Source: an optimization exercise on an open RTL-to-GDS flow (aim: small area). Production flows keep margins and buffers that such runs may drop.
Only simulation tests tie the RTL to the original design; equivalence was not proved.
Power is estimated from default activity; no workload was simulated. The clock port is modelled as an ideal driver; clocking choices that lean on that would not hold on a real chip.

### flow/config.mk
export PLATFORM = sky130hd
export DESIGN_NAME = imps_core
export DESIGN_NICKNAME = imps_core
export VERILOG_FILES = /design/flow/design.v
export SDC_FILE = /design/flow/constraint.sdc
export NUM_CORES = 4
export LEC_CHECK = 0
export CAP_MARGIN = 20
export CORE_MARGIN = 2
export CORE_UTILIZATION = 40
export CTS_BUF_LIST = sky130_fd_sc_hd__clkbuf_16
export CTS_CLUSTER_DIAMETER = 100
export CTS_CLUSTER_SIZE = 30
export PLACE_DENSITY = 0.6
export SLEW_MARGIN = 20
### flow/constraint.sdc
create_clock -name core_clock -period 13.0 [get_ports {clk}]
set_input_delay 2.6000 -clock core_clock [delete_from_list [all_inputs] [get_ports {clk}]]
set_output_delay 2.6000 -clock core_clock [all_outputs]
set_load 0.01 [all_outputs]
### flow/design.v
module imps_core (
    input  wire        clk,
    input  wire        rst,
    input  wire [31:0] cfg_ninstr,
    input  wire [31:0] cfg_entry,
    input  wire [15:0] cfg_memsize,
    output wire        imem_req,
    output wire [31:0] imem_addr,
    input  wire        imem_ready,
    input  wire [31:0] imem_rdata,
    output wire        dmem_req,
    output wire        dmem_we,
    output wire [3:0]  dmem_be,
    output wire [15:0] dmem_addr,
    output wire [31:0] dmem_wdata,
    input  wire        dmem_ready,
    input  wire [31:0] dmem_rdata,
    output wire        sys_req,
    output wire [31:0] sys_num,
    output wire [31:0] sys_a0,
    output wire [31:0] sys_a1,
    output wire [31:0] sys_a2,
    input  wire        sys_ack,
    input  wire        sys_wr,
    input  wire [31:0] sys_ret,
    input  wire        sys_fault,
    input  wire [31:0] sys_fault_addr,
    output wire        ret_valid,
    output wire [31:0] ret_pc,
    output wire        ret_we,
    output wire [4:0]  ret_rd,
    output wire [31:0] ret_wdata,
    output reg  [1:0]  status,
    output reg  [2:0]  fault_code,
    output wire [31:0] fault_info,
    output wire [2:0]  fault_width,
    output wire [31:0] pc_out
);
    localparam [1:0] ST_RUN = 2'd0, ST_EXIT = 2'd1, ST_FAULT = 2'd2;
    localparam [2:0] F_ADDR = 3'd2, F_OVF = 3'd3, F_UNK = 3'd4,
                     F_SYS  = 3'd5, F_FETCH = 3'd6;
    localparam [4:0]
        S_EXEC   = 5'b10000,   
        S_WB2    = 5'b10001,   
        S_MULP   = 5'b10010,   
        S_SDATA  = 5'b10011,   
        S_LWB    = 5'b10100,   
        S_LROT   = 5'b10101,   
        S_FETCH  = 5'b10110,   
        S_WAITPC = 5'b10111,   
        S_CLR    = 5'b11000,   
        S_PCINC  = 5'b11001,   
        S_OVF    = 5'b11010,   
        S_HALT   = 5'b00000,
        S_DEC    = 5'b00001,   
        S_ALIGN  = 5'b00010,   
        S_SROT   = 5'b00011,   
        S_MREQ   = 5'b00100,   
        S_MDATA  = 5'b00101,   
        S_LHOLD  = 5'b00110,   
        S_SYSREQ = 5'b01000,   
        S_SYSW   = 5'b01001;   
    wire st_pcp   = state[4] & state[3];                   
    wire st_clr   = st_pcp & ~state[1] & ~state[0];
    wire st_pcinc = st_pcp & state[0];
    wire st_ovf   = st_pcp & state[1];
    wire st_exec  = (state == S_EXEC);
    localparam [4:0]
        C_ADDU = 5'd0,  C_ADD  = 5'd1,  C_ADDIU = 5'd2,  C_ADDI = 5'd3,
        C_ORI  = 5'd4,  C_LUI  = 5'd5,  C_SLT   = 5'd6,  C_MUL  = 5'd7,
        C_CLZ  = 5'd8,  C_CLO  = 5'd9,  C_BEQ   = 5'd10, C_BNE  = 5'd11,
        C_SYS  = 5'd12, C_UNK  = 5'd13,
        C_LB   = 5'd16, C_LH   = 5'd17, C_LW    = 5'd18,
        C_SB   = 5'd20, C_SH   = 5'd21, C_SW    = 5'd22;
    reg  [4:0]  state;
    reg  [4:0]  ph;
    reg  [31:0] R;
    reg  [31:0] PC;
    reg  [15:0] A;
    reg  [4:0]  cls;
    reg  [4:0]  rs_r, rt_r, dst;
    reg  [31*32-1:0] rfv;    
    reg         c;           
    reg         bw;          
    reg         ge;          
    reg         bad;         
    reg         flag;        
    reg         sgn;         
    reg         syswr;
    reg  [5:0]  cnt;         
    reg  [2:0]  ad;          
    reg  [2:0]  mc;          
    reg  [3:0]  dg, dn;      
    reg  [2:0]  capidx;
    wire p0   = (ph == 5'd0);
    wire p31  = (ph == 5'd31);
    wire lo16 = ~ph[4];
    wire k_mem   = cls[4];
    wire k_store = cls[4] & cls[2];
    wire k_load  = cls[4] & ~cls[2];
    wire w1      = k_mem & (cls[1:0] == 2'd0);
    wire w2      = k_mem & (cls[1:0] == 2'd1);
    wire w4      = k_mem & (cls[1:0] == 2'd2);
    wire k_simple = (cls == C_ADDU) | (cls == C_ADD) | (cls == C_ADDIU) |
                    (cls == C_ADDI) | (cls == C_ORI) | (cls == C_LUI);
    wire k_wb2   = (cls == C_SLT) | (cls == C_CLZ) | (cls == C_CLO);
    wire k_br    = (cls == C_BEQ) | (cls == C_BNE);
    wire k_ovfck = ((cls == C_ADD) | (cls == C_ADDI)) & (dst != 5'd0);
    wire k_useb  = (cls == C_ADDU) | (cls == C_ADD) | (cls == C_SLT);
    wire k_sub   = (cls == C_SLT);
    wire [31:0] q0;
    assign q0[0] = 1'b0;
    genvar gi;
    generate
        for (gi = 1; gi < 32; gi = gi + 1) begin : g_q0
            assign q0[gi] = rfv[32*(gi-1)];
        end
    endgenerate
    wire abit = q0[rs_r];
    wire bbit = q0[rt_r];
    wire [31:0] x2r = rfv[32*1 +: 32];
    wire [31:0] v31 = {x2r[0], x2r[31:1]};
    wire sys_exit  = (v31 == 32'd10);
    wire sys_valid = (v31 == 32'd1) || (v31 == 32'd4) || (v31 == 32'd11) ||
                     (v31 == 32'd12) || (v31 == 32'd13) || (v31 == 32'd14) ||
                     (v31 == 32'd15) || (v31 == 32'd16);
    wire ibit = lo16 ? R[0] : ((cls == C_ORI) ? 1'b0 : sgn);
    wire opb  = k_useb ? (bbit ^ k_sub) : ibit;
    wire cin  = p0 ? k_sub : c;
    wire sum  = abit ^ opb ^ cin;
    wire cout = (abit & opb) | (abit & cin) | (opb & cin);
    wire ovf_now  = (abit == opb) & (sum != abit);
    wire less_now = (abit != bbit) ? abit : sum;
    reg  res_exec;
    always @(*) begin
        case (cls)
            C_ORI:        res_exec = abit | ibit;
            C_LUI:        res_exec = lo16 ? 1'b0 : A[0];
            C_MUL:        res_exec = 1'b0;
            C_BEQ, C_BNE: res_exec = R[0];
            C_SYS:        res_exec = abit;
            default:      res_exec = sum;
        endcase
    end
    wire kbit    = (ph == 5'd16) | (ph == 5'd28);
    wire bw_in   = p0 ? 1'b0 : bw;
    wire off_bit = sum ^ kbit ^ bw_in;
    wire bw_nx   = (~sum & kbit) | (~(sum ^ kbit) & bw_in);
    wire xbit    = sum | (p0 & ~w1) | ((ph == 5'd1) & w4);
    wire sbit    = cfg_memsize[ph[3:0]];
    wire ge_in   = p0 ? 1'b1 : ge;
    wire ge_mem  = lo16 ? ((xbit != sbit) ? xbit : ge_in) : ge;
    wire bad_nx  = (p0 ? 1'b0 : bad) | (p0 & ~w1 & sum) | ((ph == 5'd1) & w4 & sum) |
                   (~lo16 & off_bit);
    wire memfault = bad_nx | bw_nx | ge_mem;
    wire dl3 = A[12] & (ph[4:2] != 3'd0);
    wire ad0 = ad[0] & ~p0;
    wire ad1 = ad[1] & (ph[4:1] != 4'd0);
    wire ad2 = ad[2] & (ph > 5'd2);
    wire [3:0] mx = {3'd0, dl3} + {3'd0, dg[0] & abit} + {3'd0, dg[1] & ad0} +
                    {3'd0, dg[2] & ad1} + {3'd0, dg[3] & ad2} + {1'b0, p0 ? 3'd0 : mc};
    wire mres = mx[0];
    wire mul_last = (capidx == 3'd7);
    wire taken   = ((cls == C_BNE) & flag) | ((cls == C_BEQ) & ~flag);
    wire addend  = taken ? ibit : p0;
    wire pcin_c  = p0 ? 1'b0 : c;
    wire pcsum   = PC[0] ^ addend ^ pcin_c;
    wire pccout  = (PC[0] & addend) | (PC[0] & pcin_c) | (addend & pcin_c);
    wire pcbit   = st_clr ? cfg_entry[ph] : st_ovf ? PC[0] : pcsum;
    wire nbit    = cfg_ninstr[ph];
    wire ge_pc   = (pcbit != nbit) ? pcbit : ge_in;
    wire ld_in   = w4 | (w2 & lo16) | (w1 & (ph[4:3] == 2'd0));
    wire ldbit   = ld_in ? R[0] : sgn;
    wire [1:0] lane = w1 ? A[1:0] : w2 ? {A[1], 1'b0} : 2'd0;
    wire at_lane = (ph[2:0] == 3'd0) & (ph[4:3] == (2'd0 - lane));
    wire lane0n  = (lane != 2'd0);
    reg rin;
    always @(*) begin
        case (state)
            S_OVF:   rin = PC[0];
            S_EXEC:  rin = res_exec;
            S_WB2:   rin = cnt[0];
            S_MULP:  rin = mres;
            S_SDATA: rin = bbit;
            S_LWB:   rin = ldbit;
            default: rin = R[0];
        endcase
    end
    wire wen = (st_exec & k_simple) | (state == S_WB2) |
               ((state == S_MULP) & mul_last) | (state == S_LWB) |
               (st_pcinc & (cls == C_SYS) & syswr);
    wire clr = st_clr;
    wire hold4 = ~state[4] & state[3];
    wire [3:0] dhi  = clr ? 4'hF : (4'b0001 << dst[4:3]);
    wire [7:0] dlo  = clr ? 8'hFF : (8'b00000001 << dst[2:0]);
    wire       wact = wen | clr;
    wire       wbit = rin & ~clr;
    integer i;
    always @(posedge clk) begin
        for (i = 1; i < 32; i = i + 1) begin
            if (!(hold4 && (i == 4 || i == 5 || i == 6)))
                rfv[32*(i-1) +: 32] <= {(wact & dhi[i >> 3] & dlo[i & 7]) ? wbit : rfv[32*(i-1)],
                                         rfv[32*(i-1)+1 +: 31]};
        end
    end
    wire r_shift = state[4] |
                   ((state == S_SROT) & ~at_lane) | ((state == S_LHOLD) & at_lane & lane0n);
    always @(posedge clk) begin
        if (state == S_DEC)
            R <= imem_rdata;
        else if (state == S_MDATA)
            R <= dmem_rdata;
        else if (state == S_SYSREQ && sys_ack)
            R <= sys_fault ? sys_fault_addr : sys_ret;
        else if (r_shift)
            R <= {rin, R[31:1]};
    end
    wire pc_shift = st_pcp;
    always @(posedge clk)
        if (pc_shift)
            PC <= {pcbit, PC[31:1]};
    always @(posedge clk)
        if (state == S_MULP)
            A <= {R[0], A[15:1]};
        else if ((state == S_EXEC) && (lo16 || cls == C_LUI))
            A <= {sum, A[15:1]};
    wire [5:0] d_op = imem_rdata[31:26];
    wire [5:0] d_fn = imem_rdata[5:0];
    reg  [4:0] d_cls;
    always @(*) begin
        d_cls = C_UNK;
        case (d_op)
            6'h00: case (d_fn)
                       6'h20: d_cls = C_ADD;
                       6'h21: d_cls = C_ADDU;
                       6'h2A: d_cls = C_SLT;
                       6'h0C: d_cls = C_SYS;
                       default: d_cls = C_UNK;
                   endcase
            6'h1C: case (d_fn)
                       6'h02: d_cls = C_MUL;
                       6'h20: d_cls = C_CLZ;
                       6'h21: d_cls = C_CLO;
                       default: d_cls = C_UNK;
                   endcase
            6'h08: d_cls = C_ADDI;
            6'h09: d_cls = C_ADDIU;
            6'h0D: d_cls = C_ORI;
            6'h0F: d_cls = C_LUI;
            6'h04: d_cls = C_BEQ;
            6'h05: d_cls = C_BNE;
            6'h20: d_cls = C_LB;
            6'h21: d_cls = C_LH;
            6'h23: d_cls = C_LW;
            6'h28: d_cls = C_SB;
            6'h29: d_cls = C_SH;
            6'h2B: d_cls = C_SW;
            default: d_cls = C_UNK;
        endcase
    end
    wire d_rtype = (d_op == 6'h00) | (d_op == 6'h1C);
    always @(posedge clk) begin
        if (rst) begin
            ph     <= 5'd0;
            state  <= S_CLR;
            status <= ST_RUN;
        end else begin
            ph <= ph + 5'd1;
            case (state)
                S_CLR, S_PCINC: begin
                    c  <= pccout;
                    ge <= ge_pc;
                    if (ph == 5'd15) sgn <= R[0];
                    if (p31) begin
                        if (ge_pc) begin
                            state      <= S_OVF;
                            fault_code <= F_FETCH;
                        end else
                            state <= S_FETCH;
                    end
                end
                S_OVF: begin
                    if (p31) begin
                        state  <= S_HALT;
                        status <= ST_FAULT;
                    end
                end
                S_FETCH: begin
                    if (imem_ready) state <= S_DEC;
                end
                S_DEC: begin
                    cls    <= d_cls;
                    rs_r   <= (d_cls == C_SYS) ? 5'd2 : (d_cls == C_LUI) ? 5'd0 : imem_rdata[25:21];
                    rt_r   <= imem_rdata[20:16];
                    dst    <= (d_cls == C_SYS) ? 5'd2 : d_rtype ? imem_rdata[15:11] : imem_rdata[20:16];
                    capidx <= 3'd7;
                    if (d_cls == C_UNK) begin
                        state      <= S_HALT;
                        status     <= ST_FAULT;
                        fault_code <= F_UNK;
                    end else
                        state <= S_ALIGN;
                end
                S_ALIGN: begin
                    if (p31) state <= S_EXEC;
                end
                S_EXEC: begin
                    c <= cout;
                    if (ph == 5'd15) sgn <= R[0];
                    if (k_br)
                        flag <= (p0 ? 1'b0 : flag) | (abit ^ bbit);
                    bw  <= bw_nx;
                    ge  <= ge_mem;
                    bad <= bad_nx;
                    if ((cls == C_CLZ || cls == C_CLO) && (abit ^ (cls == C_CLO)))
                        cnt <= {1'b0, ~ph};
                    else if (p0)
                        cnt <= 6'd32;
                    if (p31 && cls == C_SLT)
                        cnt <= {5'd0, less_now};
                    ad <= {ad[1:0], abit};
                    if (ph[4:2] == capidx) dn <= {bbit, dn[3:1]};
                    if (p31) begin
                        dg     <= (ph[4:2] == capidx) ? {bbit, dn[3:1]} : dn;
                        capidx <= capidx - 3'd1;
                    end
                    if (p31) begin
                        if (k_simple) begin
                            state      <= (k_ovfck && ovf_now) ? S_OVF : S_PCINC;
                            fault_code <= F_OVF;
                        end else if (k_wb2)
                            state <= S_WB2;
                        else if (k_br)
                            state <= S_PCINC;
                        else if (cls == C_MUL)
                            state <= S_MULP;
                        else if (k_mem) begin
                            if (memfault) begin
                                state      <= S_HALT;
                                status     <= ST_FAULT;
                                fault_code <= F_ADDR;
                            end else
                                state <= k_store ? S_SDATA : S_MREQ;
                        end else if (sys_exit) begin
                            state  <= S_HALT;
                            status <= ST_EXIT;
                        end else if (sys_valid) begin
                            state <= S_SYSREQ;
                        end else begin
                            state      <= S_HALT;
                            status     <= ST_FAULT;
                            fault_code <= F_SYS;
                        end
                    end
                end
                S_WB2: begin
                    cnt <= {1'b0, cnt[5:1]};
                    if (p31) state <= S_PCINC;
                end
                S_MULP: begin
                    mc <= mx[3:1];
                    ad <= {ad[1:0], abit};
                    if (ph[4:2] == capidx) dn <= {bbit, dn[3:1]};
                    if (p31) begin
                        dg     <= (ph[4:2] == capidx) ? {bbit, dn[3:1]} : dn;
                        capidx <= capidx - 3'd1;
                        if (mul_last) state <= S_PCINC;
                    end
                end
                S_SDATA: begin
                    if (p31) state <= S_SROT;
                end
                S_SROT: begin
                    if (at_lane) state <= S_MREQ;
                end
                S_MREQ: begin
                    if (dmem_ready) state <= k_store ? S_WAITPC : S_MDATA;
                end
                S_MDATA: state <= S_LHOLD;
                S_LHOLD: begin
                    if (lane0n ? at_lane : p31) state <= lane0n ? S_LROT : S_LWB;
                end
                S_LROT: begin
                    if (p31) state <= S_LWB;
                end
                S_LWB: begin
                    if (w1 ? (ph == 5'd7) : (ph == 5'd15)) sgn <= R[0];
                    if (p31) state <= S_PCINC;
                end
                S_SYSREQ: begin
                    if (sys_ack) begin
                        syswr <= sys_wr;
                        if (sys_fault) begin
                            state      <= S_HALT;
                            status     <= ST_FAULT;
                            fault_code <= F_ADDR;
                        end else
                            state <= S_SYSW;
                    end
                end
                S_SYSW: begin
                    if (p31) state <= S_PCINC;
                end
                S_WAITPC: begin
                    if (p31) state <= S_PCINC;
                end
                default: ;
            endcase
        end
    end
    assign imem_req   = (state == S_FETCH);
    assign imem_addr  = PC;
    assign dmem_req   = (state == S_MREQ);
    assign dmem_we    = k_store;
    assign dmem_addr  = A;
    assign dmem_wdata = R;
    assign dmem_be    = w4 ? 4'b1111 :
                        w2 ? (A[1] ? 4'b1100 : 4'b0011) :
                        (4'b0001 << A[1:0]);
    assign sys_req    = (state == S_SYSREQ);
    assign sys_num    = R;
    assign sys_a0     = rfv[32*3 +: 32];
    assign sys_a1     = rfv[32*4 +: 32];
    assign sys_a2     = rfv[32*5 +: 32];
    assign ret_valid  = st_pcinc & p0;
    assign ret_pc     = PC;
    assign ret_we     = (k_simple | k_wb2 | (cls == C_MUL) | k_load | ((cls == C_SYS) & syswr)) &
                        (dst != 5'd0);
    assign ret_rd     = dst;
    assign ret_wdata  = R;
    assign fault_info  = R;
    assign fault_width = (w2 ? 3'd2 : w4 ? 3'd4 : 3'd1);
    assign pc_out      = PC;
endmodule
### flow/flow/run.sh
#!/bin/bash
# Layout flow: the standard ORFS flow (standard.sh: unchanged synthesis,
# floorplan, power grid, placement, CTS, routing) with two layout choices:
#  - the buffers buffer_ports puts on every input and output port are the
#    platform's smallest buffer cell instead of the default choice;
set -euo pipefail
export BUFFER_PORTS_ARGS="-buffer_cell sky130_fd_sc_hd__buf_1"
export CTS_ARGS="-sink_clustering_enable -repair_clock_nets -sink_clustering_size 30 -sink_clustering_max_diameter 100 -buf_list sky130_fd_sc_hd__clkbuf_16 -dont_use_dummy_load"
bash standard.sh > standard_flow.log 2>&1
### flow/standard.sh
#!/bin/bash
# synth_recipe.tcl (not shown) runs the flow's synth.tcl, then flattens the netlist and writes it again
# the make line also repeats each setting of config.mk as NAME=value (left out here)
make -C /OpenROAD-flow-scripts/flow DESIGN_CONFIG=/design/flow/config.mk WORK_HOME=/design/flow/orfs CLKGATE_MAP_FILE= SYNTH_SCRIPT=/design/flow/synth_recipe.tcl "${@:-finish}"
==> flow_results.org, run 1 <==
** GRT
- Entering global routing, the biggest net connects 91 pins.
- The first global-routing pass estimated 120,800 um of wire.
- The total overflow left after global routing is 0.
- The number of antenna violations at the first check in global routing came to 9.
- Global routing used 19.08% of the available tracks.
- Via count of the first global-routing pass :: 17,340

** Finish
- Area of all placed cells without fillers :: 35,890 um2
- Post-route non-filler standard cell count :: 3,723
- Measured on the finished design, the core utilization comes to 43.64%.
- Final Net Count :: 2,880
- The filler cells instantiated in the layout total between 7,000 and 8,000.
- In the final layout, the share of cells above drive strength 1 is 5.108%.
- Layout overhead on the synthesized area :: 7.855%

** Synth
- Of the total synthesized cell area, the portion taken by AND, OR, NAND and NOR gates is 5.355%.
- The most used flip-flop cell after synthesis is dfxtp_1.
- The biggest area contributor in the post-synthesis netlist is dfxtp_1.
- Cells taking the most area after synthesis :: dfxtp_1 (55%), edfxtp_1 (21%), buf_4 (5.8%)
- For this run, the number of Yosys warnings is 1.
- Synthesis instantiated 74 different standard cells from the library.
- Synthesis inferred around 1,100 register bits.
- Syn_nets :: about 2,600
- Share of cell area taken by muxes after synthesis :: 3.982%
- The synthesized design devotes to its leading area cell type about 55% of total area.
- Area share of fa/ha/maj cells after synthesis :: 0.9476%
- The synthesized netlist occupies a cell area of around 33,000 um2.
- After synthesis, the largest family of logic cells by area is buffers and inverters.
- Summing the areas of all compound-gate instances in the mapped netlist gives 6.622% of the synthesized area.
- Counting every instance in the synthesized netlist gives 2,346.
- Most used standard cells in the synthesized netlist :: dfxtp_1 (908), buf_4 (257), edfxtp_1 (229)
- Among all cell types in the netlist, the one instantiated most often is dfxtp_1.
- Sequential cells were found to cover 75.30% of the synthesized design area.
- Post-synth EDFFs :: ~230
- Xor-xnor portion of the synthesized cell area :: less than 1%
- Of all flip-flops after synthesis, the portion carrying an async set or reset was 0%.
- Averaged over all synthesized cells, the footprint is between 10 and 15 um2.

** Routing
- Wire length after detailed routing :: 85,220 um
- Detailed routing inserted a total of ~18,000 vias.
- In this run the remaining antenna-violating nets after routing total 0.
- Dividing the detail-routed wire length by the instance count gives around 23 um.
- The detailed router finished its first iteration with approximately 1,400 violations.
- Remaining DRCs :: 0
- First-pass DRT Iterations :: 5
- Via/cell ratio :: 4.926

** Critical path
- The critical path in this run is classified as register to primary output.
- Crit start category :: register
- STA puts the critical path data arrival time at 2.96 ns.
- STA classifies the critical path endpoint as a primary output.
- Top fanout value on the critical path :: 12
- In this run the worst setup path begins at cls[0].
- Start of the worst register-to-register path :: rs_r[1]
- For the worst setup path, the data required time is 10.40 ns.

** Placement
- Routability-driven placement finished with a final weighted congestion of 0.9239.
- Half-perimeter wire length after placement :: about 63,000 um
- Cells after DPL :: about 3,700
- Count of buffers inserted at the top-level ports :: 573
- Instance area at placement :: roughly 35,000 um2

** Outcome
- Run status :: finished clean

** Power and ir drop
- Dividing total power by cell area gives a power density of 251.6 nW/um2.
- Across the VDD grid, the largest voltage drop is around 0.13 mV.
- The analysis attributes to cell leakage a power of ~13 nW.

** Die
- The die is 292.4 um wide.
- Placeable core region :: ~80,000 um2
- During I/O placement, the number of pins put on the boundary was between 500 and 600.
- Number of rows created at floorplan :: about 110
- For this configuration, the core starts out at a cell density of between 40% and 50%.
- The floorplan step set the die height to 292.4 um.
- Total die area :: roughly 86,000 um2

** STA
- Period utilization :: 42.78%
- The number of failing hold endpoints at the final stage is 0.
- Final setup vio count :: 0
- Setup repair after global routing left no endpoint under its margin.
- For the pin with the worst max-slew slack, the measured transition is 1.054 ns.
- The final-report max-slew violation count came to 0.
- For this run, the top clock speed supported by timing is roughly 180 MHz.
- Measured against its own limit, the worst slew margin works out to 29.67%.
- The worst path needs 5.561 ns of the cycle, external delays included.
- Between clock sinks in the finished design, the worst skew comes to 0.05373 ns.
- Summed over all failing endpoints, the final setup total negative slack is 0 ns.

** Run
- MaxCap Viol Count :: 0

** Clocking
- CTS saw 1,137 sinks.
- TritonCTS built the clock tree.
- Post-cts gate resize count :: 0
- Clock transition at the register clock pins on the worst setup and hold paths after CTS :: 0.11 ns
- Worst-skew pair later-pin latency :: roughly 0.62 ns
- Number of clock buffers inserted by TritonCTS :: between 40 and 50
- Buffers inserted to repair hold after CTS numbered 0.
- CTS placed an instance of clkbuf_16 at the clock tree root.
- The number of setup buffers added after CTS is 0.
- The H-tree was split into 2 levels.
- In this run the deepest clock path goes through 3 buffers.

** Min path
- The tightest min-delay check is of the register to register type.
- Hold Path Origin :: rfv[732]
final timing paths:
| check | end | slack, ns | cells after the start |
|---|---|---|---|
| worst min register to register | rfv[731] | 0.27 | 0 |
| worst max-delay path | dmem_be[2] | 7.44 | 5 |
| worst max register to register | rfv[191] | 7.53 | 17 |
| worst min-delay path | rfv[731] | 0.27 | 0 |
layer usage:
| metal | track usage, % | wire (um) | vias up | share of wire (%) |
|---|---|---|---|---|
| li1 | - | - | 8420 | - |
| met1 | 26.50 | 38460 | 9149 | 45 |
| met2 | 30.32 | 39170 | 627 | 46 |
| met3 | 3.217 | 4598 | 142 | 5.4 |
| met4 | 6.442 | 2975 | 2 | 3.5 |
| met5 | 0 | 13 | - | 0.015 |
power by group:
part	internal (mW)	switching (mW)	leakage, nW	total, mW
registers	4.96	0.623	9.74	5.59
logic	0.558	1.29	2.99	1.85
clock network	0.625	0.968	0.555	1.59
placed cells by master (no fill, tap or decap), types with 13 or more instances in the layout:
cell type,Yosys,routed
nand3b_1,13,13
nor3_1,19,18
dfxtp_1,908,907
nor4_1,20,20
nor2_1,95,92
mux4_2,24,24
nor2b_1,19,19
nand3_1,21,21
a21oi_1,57,57
clkbuf_16,0,45
buf_4,257,24
inv_1,42,42
o21ai_0,89,88
edfxtp_1,229,229
a211oi_1,22,22
buf_1,14,572
o41ai_1,28,28
nand2_1,102,102
ha_1,14,14
mux2i_1,63,63
a22oi_1,22,22
area by class of cell:
type	count	area, um2	share of cell area (%)
repair buffers	599	2364	6.586
well taps	1070	1339	3.730
inverters	43	161.4	0.4497
flip-flops and latches	1137	25060	69.81
diodes	10	25.02	0.06973
clock buffers	45	1126	3.138
multi-input cells	819	5818	16.21
registers in the layout, indices dropped and copies added (netlist names), 2 cells and up:
signal / cells
status: 2
mc: 3
R: 32
cnt: 6
rs_r: 5
ph: 5
rfv: 992
ad: 3
rt_r: 5
cls: 5
capidx: 3
dn: 4
PC: 32
dg: 4
A: 16
state: 5
fault_code: 3
dst: 5
per-stage QoR:
stage / setup WS [ns] / hold slack (ns) / total power [mW]
CTS: 7.483 / 0.2716 / 9.108
floorplan: 7.070 / 0.3096 / 6.951
detailed placement: 7.543 / 0.3121 / 7.516
global placement: 7.666 / 0.3095 / 7.476
finish: 7.439 / 0.2726 / 9.030
global route: 7.132 / 0.2699 / 9.449
cell families after synthesis:
group	after synthesis
flip-flops	1137
buffers and inverters	390
AND/OR/NAND/NOR	360
AO/OA/AOI/OAI	325
multiplexers	98
adder cells (fa/ha/maj)	22
XOR/XNOR	14
critical path, cell delays in order (launching register included):
cell	delay (ns)
edfxtp_1	0.82
inv_1	0.29
nor3b_1	0.77
nor2b_1	0.12
o21ai_0	0.18
buf_1	0.17
==> run 2, diff against run 1 <==
--- a/flow/design.v
+++ b/flow/design.v
@@ -31,6 +31,6 @@
     output wire [4:0]  ret_rd,
     output wire [31:0] ret_wdata,
-    output reg  [1:0]  status,
-    output reg  [2:0]  fault_code,
+    output wire [1:0]  status,
+    output wire [2:0]  fault_code,
     output wire [31:0] fault_info,
     output wire [2:0]  fault_width,
@@ -52,5 +52,5 @@
         S_PCINC  = 5'b11001,   
         S_OVF    = 5'b11010,   
-        S_HALT   = 5'b00000,
+        S_OVF6   = 5'b11011,   
         S_DEC    = 5'b00001,   
         S_ALIGN  = 5'b00010,   
@@ -60,8 +60,14 @@
         S_LHOLD  = 5'b00110,   
         S_SYSREQ = 5'b01000,   
-        S_SYSW   = 5'b01001;   
+        S_SYSW   = 5'b01001,   
+        S_HALT2  = 5'b01010,
+        S_HALT3  = 5'b01011,
+        S_HALT4  = 5'b01100,
+        S_HALT5  = 5'b01101,
+        S_HALT6  = 5'b01110,
+        S_HALTX  = 5'b01111;
     wire st_pcp   = state[4] & state[3];                   
     wire st_clr   = st_pcp & ~state[1] & ~state[0];
-    wire st_pcinc = st_pcp & state[0];
+    wire st_pcinc = st_pcp & ~state[1] & state[0];
     wire st_ovf   = st_pcp & state[1];
     wire st_exec  = (state == S_EXEC);
@@ -178,5 +184,5 @@
     always @(*) begin
         case (state)
-            S_OVF:   rin = PC[0];
+            S_OVF, S_OVF6: rin = PC[0];
             S_EXEC:  rin = res_exec;
             S_WB2:   rin = cnt[0];
@@ -264,5 +270,4 @@
             ph     <= 5'd0;
             state  <= S_CLR;
-            status <= ST_RUN;
         end else begin
             ph <= ph + 5'd1;
@@ -274,6 +279,5 @@
                     if (p31) begin
                         if (ge_pc) begin
-                            state      <= S_OVF;
-                            fault_code <= F_FETCH;
+                            state <= S_OVF6;
                         end else
                             state <= S_FETCH;
@@ -281,8 +285,8 @@
                 end
                 S_OVF: begin
-                    if (p31) begin
-                        state  <= S_HALT;
-                        status <= ST_FAULT;
-                    end
+                    if (p31) state <= S_HALT3;
+                end
+                S_OVF6: begin
+                    if (p31) state <= S_HALT6;
                 end
                 S_FETCH: begin
@@ -296,7 +300,5 @@
                     capidx <= 3'd7;
                     if (d_cls == C_UNK) begin
-                        state      <= S_HALT;
-                        status     <= ST_FAULT;
-                        fault_code <= F_UNK;
+                        state <= S_HALT4;
                     end else
                         state <= S_ALIGN;
@@ -327,6 +329,5 @@
                     if (p31) begin
                         if (k_simple) begin
-                            state      <= (k_ovfck && ovf_now) ? S_OVF : S_PCINC;
-                            fault_code <= F_OVF;
+                            state <= (k_ovfck && ovf_now) ? S_OVF : S_PCINC;
                         end else if (k_wb2)
                             state <= S_WB2;
@@ -337,18 +338,13 @@
                         else if (k_mem) begin
                             if (memfault) begin
-                                state      <= S_HALT;
-                                status     <= ST_FAULT;
-                                fault_code <= F_ADDR;
+                                state <= S_HALT2;
                             end else
                                 state <= k_store ? S_SDATA : S_MREQ;
                         end else if (sys_exit) begin
-                            state  <= S_HALT;
-                            status <= ST_EXIT;
+                            state <= S_HALTX;
                         end else if (sys_valid) begin
                             state <= S_SYSREQ;
                         end else begin
-                            state      <= S_HALT;
-                            status     <= ST_FAULT;
-                            fault_code <= F_SYS;
+                            state <= S_HALT5;
                         end
                     end
@@ -392,7 +388,5 @@
                         syswr <= sys_wr;
                         if (sys_fault) begin
-                            state      <= S_HALT;
-                            status     <= ST_FAULT;
-                            fault_code <= F_ADDR;
+                            state <= S_HALT2;
                         end else
                             state <= S_SYSW;
@@ -424,4 +418,7 @@
     assign sys_a2     = rfv[32*5 +: 32];
     assign ret_valid  = st_pcinc & p0;
+    wire halted = ~state[4] & state[3] & (state[2] | state[1]);
+    assign status     = halted ? ((state[2:0] == 3'd7) ? ST_EXIT : ST_FAULT) : ST_RUN;
+    assign fault_code = state[2:0];
     assign ret_pc     = PC;
     assign ret_we     = (k_simple | k_wb2 | (cls == C_MUL) | k_load | ((cls == C_SYS) & syswr)) &
--- a/flow/config.mk
+++ b/flow/config.mk
@@ -6,5 +6,5 @@
 export NUM_CORES = 4
 export LEC_CHECK = 0
-export CAP_MARGIN = 20
+export CAP_MARGIN = 0
 export CORE_MARGIN = 2
 export CORE_UTILIZATION = 40
@@ -13,3 +13,3 @@
 export CTS_CLUSTER_SIZE = 30
 export PLACE_DENSITY = 0.6
-export SLEW_MARGIN = 20
+export SLEW_MARGIN = 0
==> run 2 against run 1 <==
  * Still clean on timing, DRC and antenna
  * Clock skew is 0.044 ns higher
  * Core utilization is 0.070 points lower
  * Global-route usage is 2.7 points lower
  * Clock-buffer cell count is 1 higher
  * Die area is 0.17% lower
  * Power is 5.6% lower
  * Non-clock buffer count is 5 lower
  * Sequential share of layout area is 0.14 points lower
  * Final area is 0.32% lower
  * Worst setup slack better by 0.065 ns
  * Sequential power is 7.3% lower
  * Critical path depth is 1 higher
  * Largest cell class unchanged
  * Highest routed layer is now met4
==> flow_results.org, run 2 <==
** STA
- Min Hold Slack :: 0.2670 ns
- Final setup vio count :: 0
- Worst-margin pin slew :: 1.130 ns
- Period utilization :: 42.28%
- Fin. Hold Viols :: 0
- Between clock sinks in the finished design, the worst skew comes to between 0.09 and 0.1 ns.
- Final sum of negative setup slack :: 0 ns
- For this run, the top clock speed supported by timing is 181.9 MHz.
- The routed design could run at a clock period as short as 5.496 ns.
- The final-report max-slew violation count is 0.
- Headroom to the max-slew limit :: between 20% and 30%
- Setup repair after global routing left no endpoint under its margin.

** Synth
- For this run, the number of Yosys warnings is 1.
- In this run, synthesis inferred about 230 flip-flops with an integrated enable.
- After synthesis, the cell types taking the most area are dfxtp_1 (55%), edfxtp_1 (20%), buf_4 (5.9%).
- Share of synthesized area occupied by flip-flops and latches :: 75.03%
- Number of distinct library cell variants in the gate-level netlist after synthesis :: 85
- Most frequently used cell type in the post-synthesis netlist :: dfxtp_1
- The most used flip-flop cell after synthesis is dfxtp_1.
- The share of synthesized area in the top cell type comes to 54.60%.
- The cell count after synthesis came out at 2,319.
- Most used standard cells in the synthesized netlist :: dfxtp_1 (906), buf_4 (263), edfxtp_1 (226)
- Register bit count reported by yosys :: ~1,100
- Averaged over all synthesized cells, the footprint is ~14 um2.
- Syn_nets :: 2,554
- Total standard cell area after synthesis :: 33,220 um2
- Cell type with the highest aggregate area in the netlist :: dfxtp_1
- For this run, asynchronously set or reset flops after synthesis account for 0%.

** Power and ir drop
- Pwr Density :: 238.2 nW/um2
- Peak ir drop on the vdd network :: 0.1332 mV
- Cell leakage power :: around 13 nW
- Power comes to 8.521 mW.

** Critical path
- Worst setup startpoint :: ph[1]
- Max stage delay on crit path :: 0.82 ns
- STA puts the critical path data required time at 10.40 ns.
- Measured in cells, the most critical reg-to-reg path has a length of 15.
- Start of the worst register-to-register path :: rs_r[1]
- Crit start category :: register
- For the worst setup path, the data arrival time is 2.90 ns.
- The endpoint identified for the worst register-to-register timing path is rfv[127].
- Cells along the critical path :: buf_4 -> inv_1 -> ha_1 -> or4b_2 -> nor3_1 -> buf_1
- The worst register-to-register path has a setup slack of 7.67 ns.
- For this design, the slowest cell found on the critical path is or4b_2.
- The setup path with the least slack is of type register to primary output.
- The number of buffers and inverters on the critical path is 3.
- The worst setup path is captured at a primary output.
- Top fanout value on the critical path :: 37
- CP top delay family :: simple AND/OR/NAND/NOR gates

** Placement
- The wire-length estimate of the detail-placed layout is 52,520 um.
- Cells after DPL :: 3,648
- Routability congestion estimate :: just under 1
- In this run the tool buffered the top-level ports with 573 buffer cells.

** Routing
- The count of nets left with antenna violations once routing finished came out at 0.
- Via/cell ratio :: ~4.8
- Before antenna repair, the detailed router went through 5 iterations.
- The final route contains 17,630 vias.
- Number of DRC markers in iteration 0 :: 1,257
- Wire length after detailed routing :: about 72,000 um
- In the final routed layout, each cell accounts on average for just under 20 um.
- Remaining DRCs :: 0

** Finish
- Layout overhead on the synthesized area :: 7.692%
- Largest regs :: rfv: 992 flops, PC: 32 flops, R: 32 flops
- Fraction of final layout cells with drive strength greater than 1 :: 5.678%
- Final Net Count :: about 2,900
- The finished layout holds between 3,000 and 4,000 standard cells, fillers aside.
- For this run, the share of the core covered by cells in the final layout is 43.57%.
- The top cell types in the final layout, fill and taps aside, are dfxtp_1 (906), buf_1 (572), edfxtp_1 (226).
- Top register by number of flip-flops :: rfv
- The register with the most flip-flops in the layout has 992 of them.
- The library cell used most frequently in the layout, excluding fill and tap cells, is dfxtp_1.

** Clocking
- Number of clock buffers inserted by TritonCTS :: 46
- # Post-CTS Setup Buffers :: 0
- TritonCTS built the clock tree.
- Level count of the clock H-tree :: 2
- Hold buffers post-CTS :: 0
- Post-cts gate resize count :: 0
- Num Clock Sinks :: 1,132
- Clock transition at the register clock pins on the worst setup and hold paths after CTS :: approximately 0.11 ns
- The tree is rooted in a clkbuf_16.
- Worst-skew pair later-pin latency :: 0.63 ns
- Counting along the longest clock path gives a buffer depth of 3.

** Outcome
- Run status :: finished clean

** Min path
- Worst min-delay path category :: register to register
- For hold timing, the worst endpoint is rfv[487].
- The worst hold path was traced through 0 stages.
- Hold Path Origin :: rfv[488]

** GRT
- The first global-routing pass estimated 106,800 um of wire.
- Maximum number of pins on one net before global-route repair :: 91
- All-layer global routing usage :: ~16%
- The number of antenna violations at the first check in global routing was 10.
- Overflow after GRT :: 0
- Via count of the first global-routing pass :: 16,920

** Die
- Total die area :: 85,370 um2
- The die is 292.2 um wide.
- Placeable core region :: 82,110 um2
- Y dimension of the die :: a little under 300 um
- Number of rows created at floorplan :: approximately 110
- For this configuration, the core starts out at a cell density of 40.46%.
- Pin placement for this block handled 574 I/O pins.

** Run
- The tool flagged a number of max-cap violations equal to 0.
==> run 2: changes by cell type after synthesis, moves of 12 or more <==
cell | previous run | this run
o21ai_0 | 89 | 62
a22oi_1 | 22 | 10
a211oi_1 | 22 | 45
o41ai_1 | 28 | 3
mux2_4 | 0 | 26
nor2_1 | 95 | 113
nand2_1 | 102 | 85
==> run 2: logic make-up after synthesis <==
kind of cell	count (synthesis)	synth area share, %
buffers and inverters	372	7.322
AO/OA/AOI/OAI	276	5.481
multiplexers	125	5.115
AND/OR/NAND/NOR	376	5.676
flip-flops	1132	75.03
adder cells (fa/ha/maj)	22	0.9530
XOR/XNOR	16	0.4218
==> run 2: worst max path at each step <==
stage                            to  slack [ns]  cells after the start
after floorplan           status[1]        6.49                      5
after global placement     rfv[159]        7.64                     15
after detailed placement   rfv[127]        7.60                     15
after CTS                 ret_valid        7.43                      6
after global routing       rfv[159]        7.24                     15
final                     ret_valid        7.50                      6
==> run 2: cell type report <==
class                           count  area [um2]
Timing Repair Buffer              594        2310
Tap cell                         1070        1339
Clock buffer                       46        1151
Fill cell                        7420       46340
Inverter                           37       138.9
Sequential cell                  1132       24920
Antenna cell                       10       25.02
Multi-Input combinational cell    815        5886
==> run 2: through the flow <==
stage	cell area, um2	setup slack [ns]
floorplan	33220	6.493
global placement	34600	7.644
detailed placement	34600	7.599
CTS	35750	7.434
global route	35770	7.240
finish	35770	7.504
==> run 2: routing by layer <==
metal | GRT usage, % | wire length, um
met3 | 2.961 | 4563
met4 | 6.424 | 2773
met2 | 24.67 | 31440
met5 | 0 | 0
met1 | 23.37 | 33570
==> run 2: report_power, final <==
part | switching (mW) | total (mW) | leakage [nW] | internal, mW
registers | 0.508 | 5.18 | 9.68 | 4.67
clock network | 0.959 | 1.60 | 0.567 | 0.637
logic | 1.13 | 1.75 | 3.14 | 0.619
==> run 2: worst register-to-register path, stage by stage, from the launching register on <==
cell	delay (ns)
edfxtp_1	0.84
mux2_2	0.42
a221oi_1	0.29
or4_1	0.16
nand4_2	0.32
nand2_1	0.23
fa_1	0.45
fa_1	0.50
inv_1	0.04
ha_1	0.27
a21o_1	0.10
a21oi_1	0.07
a31oi_1	0.18
a2111oi_2	0.09
nor3_4	0.92
mux2_4	0.31
==> run 3, diff against run 2 <==
--- a/flow/config.mk
+++ b/flow/config.mk
@@ -6,5 +6,5 @@
 export NUM_CORES = 4
 export LEC_CHECK = 0
-export CAP_MARGIN = 0
+export CAP_MARGIN = 20
 export CORE_MARGIN = 2
 export CORE_UTILIZATION = 40
@@ -13,3 +13,3 @@
 export CTS_CLUSTER_SIZE = 30
 export PLACE_DENSITY = 0.6
-export SLEW_MARGIN = 0
+export SLEW_MARGIN = 20
==> run 3 against run 2 <==
  * Still clean on timing, DRC and antenna
  * Via count up 0.37%
  * Routed wire length barely moved
  * Die area stayed put
  * Non-clock buffer count is 1 higher
  * Sequential power about the same
  * Critical endpoint unchanged
==> flow_results.org, run 3 <==
** Critical path
- Crit path DAT :: 2.90 ns
- The worst setup path is launched from a register.
- At the worst endpoint, the required time is 10.40 ns.
- Worst reg2reg path depth :: 16
- Category of the critical setup timing path :: register to primary output
- For flop-to-flop paths, the worst setup slack is between 7 and 8 ns.
- In this run the worst path has a maximum fanout of 37.
- The worst setup path is captured at a primary output.

** Placement
- Summed over all nets, the half-perimeter wirelength after detailed placement is roughly 53,000 um.
- At the placement stage, the worst setup path has a slack of approximately 7.6 ns.
- Routability congestion estimate :: 0.9776
- Instance area at placement :: between 30,000 and 40,000 um2
- Buffers placed on the I/O ports in this run total 573.

** Finish
- In the final layout, the registers with the most flip-flops are rfv: 992 flops, PC: 32 flops, R: 32 flops.
- Of the cells placed in the final design, the portion with a size suffix greater than 1 is 5.714%.
- After routing the design area is 35,790 um2.
- Most common library cell in the layout ignoring fill and taps :: dfxtp_1
- The net count of the finished layout is 2,862.
- The register with the most flip-flops in the layout has about 990 of them.
- Top register by number of flip-flops :: rfv
- Layout overhead on the synthesized area :: 7.729%
- Leading cell types in the layout, fill and taps excluded :: dfxtp_1 (906), buf_1 (572), edfxtp_1 (226)

** Outcome
- Run status :: finished clean

** GRT
- Maximum number of pins on one net before global-route repair :: 91
- For this run the aggregate overflow at the end of global routing stands at 0.
- Wire length of the first global-routing pass :: around 110,000 um
- The number of antenna violations at the first check in global routing is 10.
- All-layer global routing usage :: 16.37%
- Via count of the first global-routing pass :: 16,920

** Clocking
- Hold buffers post-CTS :: 0
- Level count of the clock H-tree :: 2
- TritonCTS built the clock tree.
- Post-cts gate resize count :: 0
- Clock root buffer :: clkbuf_16
- Worst-skew pair later-pin latency :: ~0.63 ns
- Clock transition at the register clock pins on the worst setup and hold paths after CTS :: 0.11 ns
- The number of clock buffers added by TritonCTS is 46.
- Counting every sink on the clock net gives around 1,100.
- Once the clock tree was built, the setup fixing pass inserted 0 buffers.
- Counting along the longest clock path gives a buffer depth of 3.

** STA
- Final setup vio count :: 0
- Maximum achievable frequency :: 181.9 MHz
- Measured against its own limit, the worst slew margin works out to between 20% and 30%.
- Counting I/O delays and the setup requirement, the final critical path takes 5.497 ns.
- Setup repair after global routing left no endpoint under its margin.
- Period utilization :: roughly 42%
- Setup Skew :: between 0.09 and 0.1 ns
- Fin. Hold Viols :: 0
- For the pin with the worst max-slew slack, the measured transition is 1.065 ns.
- Number of max-slew violations in the final report :: 0
- Final sum of negative setup slack :: 0 ns
- Worst Setup Slack, final :: 7.503 ns

** Routing
- Via/cell ratio :: around 4.8
- Summed over all layers, the routed wires come to ~72,000 um.
- Before antenna repair, the detailed router went through 6 iterations.
- Remaining DRCs :: 0
- The routed layout has 17,700 vias.
- In this run, the number of DRC markers left after iteration 0 of detailed routing was 1,176.
- The detail route stage leaves a number of antenna-violating nets equal to 0.
- Dividing the detail-routed wire length by the instance count gives 19.52 um.

** Die
- Y dimension of the die :: 292.2 um
- Die extent in x :: 292.2 um
- Pin placement for this block handled between 500 and 600 I/O pins.
- The floorplan step defined a die boundary enclosing 85,370 um2.
- The total area inside the core boundary comes to 82,110 um2.
- Initial core utilization :: 40.46%
- Number of rows created at floorplan :: 105

** Synth
- Sorting the synthesized cells by how often they occur yields dfxtp_1 (906), buf_4 (263), edfxtp_1 (226).
- Main synth FF type :: dfxtp_1
- The share of synthesized area in the top cell type comes to 54.60%.
- By area the synthesized netlist is led by dfxtp_1 (55%), edfxtp_1 (20%), buf_4 (5.9%).
- Sequential elements use approximately three quarters of the synthesized area.
- Counting flops and latches in the post-synthesis netlist gives 1,132.
- Yosys Warn Count :: 1
- Post-synth EDFFs :: 226
- The cell count after synthesis came out at 2,319.
- For this run, asynchronously set or reset flops after synthesis account for 0%.
- Syn_nets :: 2,554
- The most common cell in the synthesized netlist is dfxtp_1.
- The synthesized netlist contains 85 unique library cells.
- Summing every instance area after synthesis gives 33,220 um2.
- Mean instance size in the synthesized netlist :: 14.32 um2
- The synthesized design spends more area on one cell type than any other, namely dfxtp_1.

** Power and ir drop
- Peak ir drop on the vdd network :: 0.1332 mV
- In this run the static leakage power is 13.39 nW.
- The completed layout was analyzed and its total power is 8.526 mW.
- In this run the power density over the cells is 238.3 nW/um2.

** Min path
- Worst min-delay path category :: register to register
- The worst hold path was traced through 0 stages.

** Run
- Across the run, the number of max-cap violations was 0.
## run 3: power breakdown
part,switching (mW),internal [mW],leakage (nW)
Combinational,1.13,0.624,3.15
Sequential,0.510,4.67,9.68
Clock,0.955,0.637,0.567
## run 3: per-layer routing
layer	vias up	GRT usage, %	share of wire, %
met5	-	0	0
met4	0	6.424	3.7
met3	111	2.961	6.5
met2	703	24.67	44
met1	8620	23.37	46
li1	8263	-	-
## run 3: area by class of cell
cell class	count	area, um2
Antenna cell	9	22.52
Sequential cell	1132	24920
Inverter	37	138.9
Clock buffer	46	1151
Timing Repair Buffer	595	2325
Tap cell	1070	1339
Multi-Input combinational cell	815	5886
Fill cell	7421	46320
## run 3: worst paths after layout
kind                            startpoint        end
worst max-delay path                 ph[1]  ret_valid
worst min-delay path              rfv[488]   rfv[487]
worst max register to register     rs_r[1]   rfv[127]
worst min register to register    rfv[488]   rfv[487]
## run 3: kinds of logic (layout without fill, tap and decap cells)
family	count (synthesis)	after routing	synth area share, %
buffers and inverters	372	678	7.322
other	0	9	0
xor gates and xnor gates	16	16	0.4218
and+or+nand+nor	376	376	5.676
AOI/OAI and AO/OA	276	276	5.481
muxes	125	125	5.115
adders and majority gates	22	22	0.9530
DFF	1132	1132	75.03
## run 3: stage by stage
step,hold slack (ns),util (%),cells
3_5_place_dp,0.3121,42.13,3648
3_3_place_gp,0.3098,42.13,3648
5_1_grt,0.2845,43.58,3703
4_1_cts,0.2653,43.54,3694
2_1_floorplan,0.3096,-,2319
6_report,0.2686,43.58,3704
## run 3: critical path, stage by stage (launching register included)
cell and delay, ns:
dfxtp_1 0.30, buf_4 0.29, inv_1 0.16, ha_1 0.29, or4b_2 0.82, nor3_1 0.31, buf_1 0.19
==> run 4, diff against run 3 <==
--- a/flow/config.mk
+++ b/flow/config.mk
@@ -12,4 +12,6 @@
 export CTS_CLUSTER_DIAMETER = 100
 export CTS_CLUSTER_SIZE = 30
+export GPL_ROUTABILITY_DRIVEN = 0
+export GPL_TIMING_DRIVEN = 0
 export PLACE_DENSITY = 0.6
 export SLEW_MARGIN = 20
==> run 4 against run 3 <==
  * Largest cell class unchanged
  * Core utilization up 2.6 points
  * Combinational power up 35%
  * Worst hold slack worse by 0.0012 ns
  * Flip-flop and latch count unchanged
  * Clock-buffer cell count unchanged
  * Synthesized area unchanged
  * Largest power group unchanged
  * Die area unchanged
  * Sequential power about the same
==> flow_results.org, run 4 <==
** Synth
- Post-synthesis instance total :: 2,319
- Cell type with the highest aggregate area in the netlist :: dfxtp_1
- Synthesis instantiated 85 different standard cells from the library.
- Total standard cell area after synthesis :: 33,220 um2
- After synthesis, the mean cell area works out to roughly 14 um2.
- Area share of the largest cell type after synthesis :: a little over half
- Ys async rst share :: 0%
- Most used standard cells in the synthesized netlist :: dfxtp_1 (906), buf_4 (263), edfxtp_1 (226)
- Synthesis produced a netlist with a net count of about 2,600.
- Counting flops and latches in the post-synthesis netlist gives 1,132.
- Most frequently used cell type in the post-synthesis netlist :: dfxtp_1
- The share of the Yosys chip area taken by registers is between 70% and 80%.
- Counting flops with a built-in enable in the synthesized netlist gives around 230.
- Yosys Warn Count :: 1
- By area the synthesized netlist is led by dfxtp_1 (55%), edfxtp_1 (20%), buf_4 (5.9%).
- Main synth FF type :: dfxtp_1

** Critical path
- Crit path DAT :: between 3 and 4 ns
- Top fanout value on the critical path :: 51
- Worst reg2reg path depth :: 20
- Crit start category :: register
- STA puts the critical path data required time at ~10 ns.
- Category of the critical setup timing path :: register to primary output
- Across all register-to-register paths, the minimum setup slack is 6.75 ns.
- Reg-to-reg endpoint :: state[0]
- Start of the worst register-to-register path :: ph[1]
- Nature of the critical path endpoint :: primary output

** Finish
- # fillers :: 7,287
- Most common library cell in the layout ignoring fill and taps :: dfxtp_1
- Max reg flops :: about 990
- Leading cell types in the layout, fill and taps excluded :: dfxtp_1 (906), buf_1 (570), buf_4 (267)
- Top register by number of flip-flops :: rfv
- Layout overhead on the synthesized area :: 14.13%
- Final Net Count :: around 3,200
- In the final layout, the registers with the most flip-flops are rfv: 992 flops, PC: 32 flops, R: 32 flops.
- Fraction of final layout cells with drive strength greater than 1 :: 13.86%

** Routing
- The first detailed-routing pass took 5 iterations.
- Remaining DRCs :: 0
- Wire length after detailed routing :: between 70,000 and 80,000 um
- In this run the remaining antenna-violating nets after routing total 0.
- Dividing the detail-routed wire length by the instance count gives 18.79 um.
- Vias after detailed routing :: roughly 19,000
- Number of DRC markers in iteration 0 :: roughly 1,700
- Via/cell ratio :: roughly 4.8

** STA
- Derived from the worst setup path, the maximum achievable clock frequency is roughly 160 MHz.
- Setup Skew :: ~0.083 ns
- Setup violations remaining at the end of the flow were counted as 0.
- Clock period minus worst slack :: approximately 6.4 ns
- At the pin with the least slew margin, the transition time is 1.125 ns.
- Number of max-slew violations in the final report :: 0
- Of the available clock period, the critical path in the final layout requires 49.48%.
- Final sum of negative setup slack :: 0 ns
- The number of failing hold endpoints at the final stage is 0.
- In this run the tightest slew margin relative to its limit is 25.00%.
- Setup repair after global routing left no endpoint under its margin.

** Clocking
- Hold repair after CTS inserted 0 buffers.
- In this run the post-CTS setup repair buffer count came out at 0.
- Worst-skew pair later-pin latency :: 0.63 ns
- The tree is rooted in a clkbuf_16.
- Post-cts gate resize count :: 0
- After clock tree synthesis, the clock-pin slew on the worst setup and hold paths is 0.10 ns.
- TritonCTS clock tree :: yes
- Number of clock buffers inserted by TritonCTS :: 46
- Level count of the clock H-tree :: 2
- Counting along the longest clock path gives a buffer depth of 3.
- The clock drives 1,132 sinks.

** Min path
- In this run the most critical hold path is launched from rfv[426].
- For hold timing, the worst endpoint is rfv[425].
- Counting instances, the worst hold path has a depth of 0.
- The tightest min-delay check is of the register to register type.

** Die
- The die is 292.2 um wide.
- Total die area :: 85,370 um2
- Y dimension of the die :: 292.2 um
- Row generation in the floorplan step produced roughly 110 rows.
- Initial core utilization :: 40.46%
- Ports placed on the boundary :: 574
- Placeable core region :: 82,110 um2

** GRT
- Wire length of the first global-routing pass :: 112,700 um
- Number of antenna violations at the first check in global routing :: 11
- Summed over all layers, the global routing overflow is 0.
- All-layer global routing usage :: 17.16%
- Entering global routing, the biggest net connects 52 pins.
- The via count of the first global-routing pass came to 18,650.

** Placement
- Detailed placement ended at an HPWL of around 56,000 um.
- Count of buffers inserted at the top-level ports :: 567

** Power and ir drop
- Cell leakage power :: about 15 nW
- In this run the power density over the cells is 241.2 nW/um2.
- Peak ir drop on the vdd network :: ~0.12 mV
- Overall Power :: between 9 and 10 mW

** Outcome
- Run status :: finished clean

** Run
- MaxCap Viol Count :: 0
[run 4: cell counts after synthesis]
No cell type changed its count.
[run 4: logic make-up after synthesis]
group | count (synthesis) | synth area share (%)
xor+xnor | 16 | 0.4218
fa+ha+maj | 22 | 0.9530
simple gates | 376 | 5.676
mux | 125 | 5.115
buf+inv | 372 | 7.322
compound gates | 276 | 5.481
flops | 1132 | 75.03
[run 4: worst max path at each step]
stage                        start         to  cells past startpoint
final                     state[3]  status[0]                      6
after floorplan           state[3]  status[1]                      5
after detailed placement     ph[1]   state[0]                     20
after CTS                 state[3]  status[0]                      6
after global routing         ph[1]   state[0]                     20
after global placement    state[3]  status[1]                      6
[run 4: report_power, final]
part / switching [mW] / internal (mW)
sequential: 0.507 / 4.67
combinational: 1.27 / 1.10
clock: 0.958 / 0.638
total: 2.74 / 6.41
[run 4: per-stage QoR]
step	std cells	area [um2]	hold WS, ns	setup WS (ns)	util, %
2_1_floorplan	2319	33220	0.3096	6.493	-
3_3_place_gp	3956	36690	0.3098	4.821	44.68
3_5_place_dp	3961	36750	0.3121	6.825	44.76
4_1_cts	4007	37900	0.2543	6.717	46.16
5_1_grt	4011	37910	0.2529	6.435	46.17
6_report	4011	37910	0.2674	6.568	46.17
[run 4: area by class of cell]
type | count | area, um2 | area share (%)
tap | 1070 | 1339 | 3.531
sequential | 1132 | 24920 | 65.74
buffer | 335 | 2293 | 6.049
multi-input combinational | 815 | 5877 | 15.50
clock buffer | 46 | 1151 | 3.036
inverter | 37 | 138.9 | 0.3663
timing repair buffer | 572 | 2178 | 5.746
antenna | 4 | 10.01 | 0.02640
[run 4: per-layer routing]
metal	global-route usage [%]	vias up	part of all wire, %
met2	26.14	952	43
met4	8.185	0	5.0
li1	-	8886	-
met5	0	-	0
met1	23.59	9188	44
met3	3.281	208	7.7
[run 4: worst max-delay path: stages, from the launching register on]
cell,delay (ns)
dfxtp_1,0.53
clkbuf_1,0.42
clkbuf_1,0.53
clkbuf_1,0.50
nand2_4,0.51
nor3_1,0.56
buf_1,0.20

what the ideal ports hide:
In the flow no input, the clock included, has a driving cell. The finished layouts below were timed again as built, in two steps.
Step 1 assumes that a clkbuf_16 drives the clock port and a buf_2 every other input.
Step 2 also shifts input and output timing later by t, the mid clock arrival at the registers, as if the neighbouring blocks saw the same clock.
a / b / c = no drivers / after step 1 / after step 2; a / b = the first two.
run | t, ns | setup slack, ns | worst setup path after step 2 | pins driven straight from the clock port
run 1 | 0.658 | 7.439 / 7.376 / 7.528 | register to register | 1
run 2 | 0.652 | 7.504 / 7.436 / 7.666 | register to register | 1
run 3 | 0.652 | 7.503 / 7.435 / 7.667 | register to register | 1
run 4 | 0.649 | 6.568 / 6.505 / 6.749 | register to register | 1
After both steps setup and hold are still met in every run listed.
